Context: an optimization exercise on an open-source flow, tuned for small area. The choices shown serve that exercise and are no tape-out recipe.
Where RTL was checked, it was by simulation tests only, not by an equivalence proof against the original.
No activity file was given, so power comes from the tool's default toggle rates.

Design ts0710_codec, start of the top module:
module ts0710_codec (
    input  wire        clk,
    input  wire        rst,           
    input  wire        compat,        
    input  wire        stat_clr,      
    input  wire        rx_valid,
    input  wire [7:0]  rx_data,
    input  wire        rx_flush,      
    output wire        rx_code_valid,
    output wire [3:0]  rx_code,
    output wire [7:0]  frm_addr,
    output wire [7:0]  frm_ctrl,
    output wire [15:0] frm_len,
    output wire [7:0]  frm_fcs,
    output wire        pay_valid,
    output wire [7:0]  pay_data,
    output wire        in_frame,
    output wire [15:0] acc_len,
    input  wire        tx_start,
    input  wire [7:0]  tx_addr,
    input  wire [7:0]  tx_ctrl,
    input  wire [15:0] tx_len,
    output wire        tx_ready,
    input  wire        tx_pl_valid,
    input  wire [7:0]  tx_pl_data,
    output wire        tx_pl_ready,
    output wire        tx_valid,
    output wire [7:0]  tx_data,
    output reg  [31:0] cnt_ok,
    output reg  [31:0] cnt_framing,
    output reg  [31:0] cnt_checksum,
    output reg  [31:0] cnt_overflow,
    output reg  [3:0]  err_flags      
);
Settings: LEC_CHECK=0, CAP_MARGIN=20, CORE_MARGIN=2, CORE_UTILIZATION=40, CTS_BUF_LIST=sky130_fd_sc_hd__clkbuf_4, CTS_CLUSTER_SIZE=40, SLEW_MARGIN=20; clock period 10.0 ns.
run.sh (not shown) runs the stock make flow with config.mk's settings and CLKGATE_MAP_FILE= SYNTH_SCRIPT=/design/flow/synth_recipe.tcl, a recipe that flattens the netlist after the stock synthesis.
==> next run, changes <==
==> flow/flow/run.sh (new file) <==
#!/bin/bash
# The standard layout, with plain buf_1 cells as the port buffers.
set -euo pipefail
bash standard.sh finish "BUFFER_PORTS_ARGS=-buffer_cell sky130_fd_sc_hd__buf_1" > standard.log 2>&1
==> flow/standard.sh (new file) <==
#!/bin/bash
# synth_recipe.tcl (not shown) runs the flow's synth.tcl, then flattens the netlist and writes it again
# the make line also repeats each setting of config.mk as NAME=value (left out here)
make -C /OpenROAD-flow-scripts/flow DESIGN_CONFIG=/design/flow/config.mk WORK_HOME=/design/flow/orfs CLKGATE_MAP_FILE= SYNTH_SCRIPT=/design/flow/synth_recipe.tcl "${@:-finish}"
Settings changed: CTS_BUF_LIST sky130_fd_sc_hd__clkbuf_4 to default, CTS_CLUSTER_SIZE 40 to default.
removed: flow/run.sh
Outcome: Final area shrinks by 9.8%; global-route usage shrinks by 0.97 points; total power grows by 3.5%; non-clock buffer count does not change; count of clock-buffer cells in the layout shrinks by 81; setup slack is worse by 0.041 ns; critical path depth is unchanged; synthesized cell count is unchanged; core utilization shrinks by 5.2 points.
==> next run, changes <==
==> flow/run.sh (new file) <==
#!/bin/bash
# synth_recipe.tcl (not shown) runs the flow's synth.tcl, then flattens the netlist and writes it again
# the make line also repeats each setting of config.mk as NAME=value (left out here)
make -C /OpenROAD-flow-scripts/flow DESIGN_CONFIG=/design/flow/config.mk WORK_HOME=/design/flow/orfs CLKGATE_MAP_FILE= SYNTH_SCRIPT=/design/flow/synth_recipe.tcl finish
removed: flow/flow/run.sh
removed: flow/standard.sh
After rerunning: The changed run finished with timing, DRC and antenna clean; wire length goes up by 3.5%; final cell count hardly moves; sequential power hardly moves.
No functional check of the RTL was part of any run of this note.

---

ts0710_codec, a different RTL version from the one above (not shown whole).
Size: about 1100 cells after synthesis, about 270 I/O pins, roughly 10000 sq um of cells after synthesis.
Design ts0710_codec, start of the top module:
module ts0710_codec (
    input  wire        clk,
    input  wire        rst,           
    input  wire        compat,        
    input  wire        stat_clr,      
    input  wire        rx_valid,
    input  wire [7:0]  rx_data,
    input  wire        rx_flush,      
    output wire        rx_code_valid,
    output wire [3:0]  rx_code,
    output wire [7:0]  frm_addr,
    output wire [7:0]  frm_ctrl,
    output wire [15:0] frm_len,
    output wire [7:0]  frm_fcs,
    output wire        pay_valid,
    output wire [7:0]  pay_data,
    output wire        in_frame,
    output wire [15:0] acc_len,
    input  wire        tx_start,
    input  wire [7:0]  tx_addr,
    input  wire [7:0]  tx_ctrl,
    input  wire [15:0] tx_len,
    output wire        tx_ready,
    input  wire        tx_pl_valid,
    input  wire [7:0]  tx_pl_data,
    output wire        tx_pl_ready,
    output wire        tx_valid,
    output wire [7:0]  tx_data,
    output reg  [31:0] cnt_ok,
    output reg  [31:0] cnt_framing,
    output reg  [31:0] cnt_checksum,
    output reg  [31:0] cnt_overflow,
    output reg  [3:0]  err_flags      
);
    wire tx_len_err;
    ts0710_rx u_rx (
        .clk        (clk),
        .rst        (rst),
        .compat     (compat),
        .flush      (rx_flush),
        .rx_valid   (rx_valid),
        .rx_data    (rx_data),
        .code_valid (rx_code_valid),
        .code       (rx_code),
        .frm_addr   (frm_addr),
        .frm_ctrl   (frm_ctrl),
        .frm_len    (frm_len),
        .frm_fcs    (frm_fcs),
        .pay_valid  (pay_valid),
        .pay_data   (pay_data),
        .in_frame   (in_frame),
        .acc_len    (acc_len)
    );
    ts0710_tx u_tx (
        .clk         (clk),
        .rst         (rst),
        .tx_start    (tx_start),
        .tx_addr     (tx_addr),
        .tx_ctrl     (tx_ctrl),
        .tx_len      (tx_len),
        .tx_ready    (tx_ready),
        .tx_pl_valid (tx_pl_valid),
        .tx_pl_data  (tx_pl_data),
  ...
==> flow/config.mk <==
export PLATFORM = sky130hd
export DESIGN_NAME = ts0710_codec
export DESIGN_NICKNAME = ts0710_codec
export VERILOG_FILES = /design/flow/design.v
export SDC_FILE = /design/flow/constraint.sdc
export NUM_CORES = 4
export LEC_CHECK = 0
export CAP_MARGIN = 20
export CORE_MARGIN = 2
export CORE_UTILIZATION = 65
export SLEW_MARGIN = 20
==> flow/constraint.sdc <==
create_clock -name core_clock -period 10.0 [get_ports {clk}]
set_input_delay 2.0000 -clock core_clock [delete_from_list [all_inputs] [get_ports {clk}]]
set_output_delay 2.0000 -clock core_clock [all_outputs]
set_load 0.01 [all_outputs]
standard.sh (not shown) runs the stock make flow with config.mk's settings and CLKGATE_MAP_FILE= SYNTH_SCRIPT=/design/flow/synth_recipe.tcl, a recipe that flattens the netlist after the stock synthesis.
==> flow/flow/run.sh <==
#!/bin/bash
# The standard layout with three changes:
#  - synthesis maps for area (flow/synth_prelude.tcl, flow/area.abc);
#  - plain buf_1 cells as the port buffers;
#  - a clock tree of clkbuf_8 cells on clusters of up to 14 flip-flops.
set -euo pipefail
cat flow/synth_prelude.tcl synth_recipe.tcl > area_synth.tcl
export AREA_ABC_SCRIPT="$PWD/flow/area.abc"
bash standard.sh finish "SYNTH_SCRIPT=$PWD/area_synth.tcl" \
  "BUFFER_PORTS_ARGS=-buffer_cell sky130_fd_sc_hd__buf_1" \
  "CTS_ARGS=-sink_clustering_enable -repair_clock_nets -sink_clustering_size 17 -sink_clustering_max_diameter 65 -buf_list sky130_fd_sc_hd__clkbuf_8 -dont_use_dummy_load" > standard.log 2>&1
==> flow/flow/area.abc <==
strash
&get -n
&st
&dch -f
&nf -a -R 1000
&put
strash
&get -n
&st
&dch -f
&nf -a -R 1000
&put
mfs3 -a -e
==> flow/flow/synth_prelude.tcl <==
# Area-oriented synthesis: the adders are left to ABC as plain logic, and ABC
# maps with flow/area.abc (area-oriented mapping) in place of ORFS's speed
# script. Everything else is the standard synthesis (synth_recipe.tcl,
# appended after this file), so the registers are the same.
set ::env(ADDER_MAP_FILE) ""
proc abc {args} {
  set i [lsearch -exact $args -script]
  if { $i >= 0 } {
    lset args [expr { $i + 1 }] $::env(AREA_ABC_SCRIPT)
  }
  yosys abc {*}$args
}
The first run completed with no timing, DRC or antenna violations.
Rerun with:
--- a/flow/flow/area.abc
+++ b/flow/flow/area.abc
@@ -13,0 +14 @@
+mfs3 -a -r
After rerunning: Now the flow failed in synthesis.
Rerun with:
--- a/flow/flow/run.sh
+++ b/flow/flow/run.sh
@@ -11 +11 @@
-  "CTS_ARGS=-sink_clustering_enable -repair_clock_nets -sink_clustering_size 17 -sink_clustering_max_diameter 65 -buf_list sky130_fd_sc_hd__clkbuf_8 -dont_use_dummy_load" > standard.log 2>&1
+  "CTS_ARGS=-sink_clustering_enable -repair_clock_nets -sink_clustering_size 14 -sink_clustering_max_diameter 60 -buf_list sky130_fd_sc_hd__clkbuf_8 -dont_use_dummy_load" > standard.log 2>&1
--- a/flow/flow/area.abc
+++ b/flow/flow/area.abc
@@ -14 +13,0 @@
-mfs3 -a -r
The new run produced a clean layout.
Rerun with:
--- a/flow/flow/area.abc
+++ b/flow/flow/area.abc
@@ -13 +12,0 @@
-mfs3 -a -e
Total power rises by 0.43%.
First-iteration DRC count falls by 13%.
Core utilization falls by 1.3 points.
Synthesized cell count rises by 0.47%.
Synthesized area rises by 1.2%.
Register-to-register slack improved by 250 ps.

-- port drivers added, routing unchanged --
The results above use ideal ports. As a check the final layouts listed here were re-extracted and re-timed, cells and wires unchanged. Step 1, drivers: a clkbuf_16 drives clk and a buf_2 each remaining input, both assumed. Step 2 also shifts input and output timing later by t, the mid clock arrival at the registers, as if the neighbouring blocks saw the same clock. a / b / c = ideal ports / drivers / drivers and shift; a / b = the first two.
run | t, ns | setup WS [ns] | worst setup path at the end | slew at the worst register clock pin (ns)
the first run of note 1 | 0.720 | 3.098 / 3.098 / 3.098 | register to register | 0.07 / 0.07
the second run of note 1 | 0.595 | 3.057 / 3.057 / 3.057 | register to register | 0.06 / 0.06
the third run of note 1 | 0.607 | 3.102 / 3.102 / 3.102 | register to register | 0.06 / 0.06
the first run of note 2 | 0.533 | 3.942 / 3.942 / 3.942 | register to register | 0.10 / 0.10
the third run of note 2 | 0.567 | 3.933 / 3.933 / 3.933 | register to register | 0.10 / 0.10
the fourth run of note 2 | 0.554 | 4.183 / 4.183 / 4.183 | register to register | 0.09 / 0.09
After both steps every run listed still meets setup and hold.
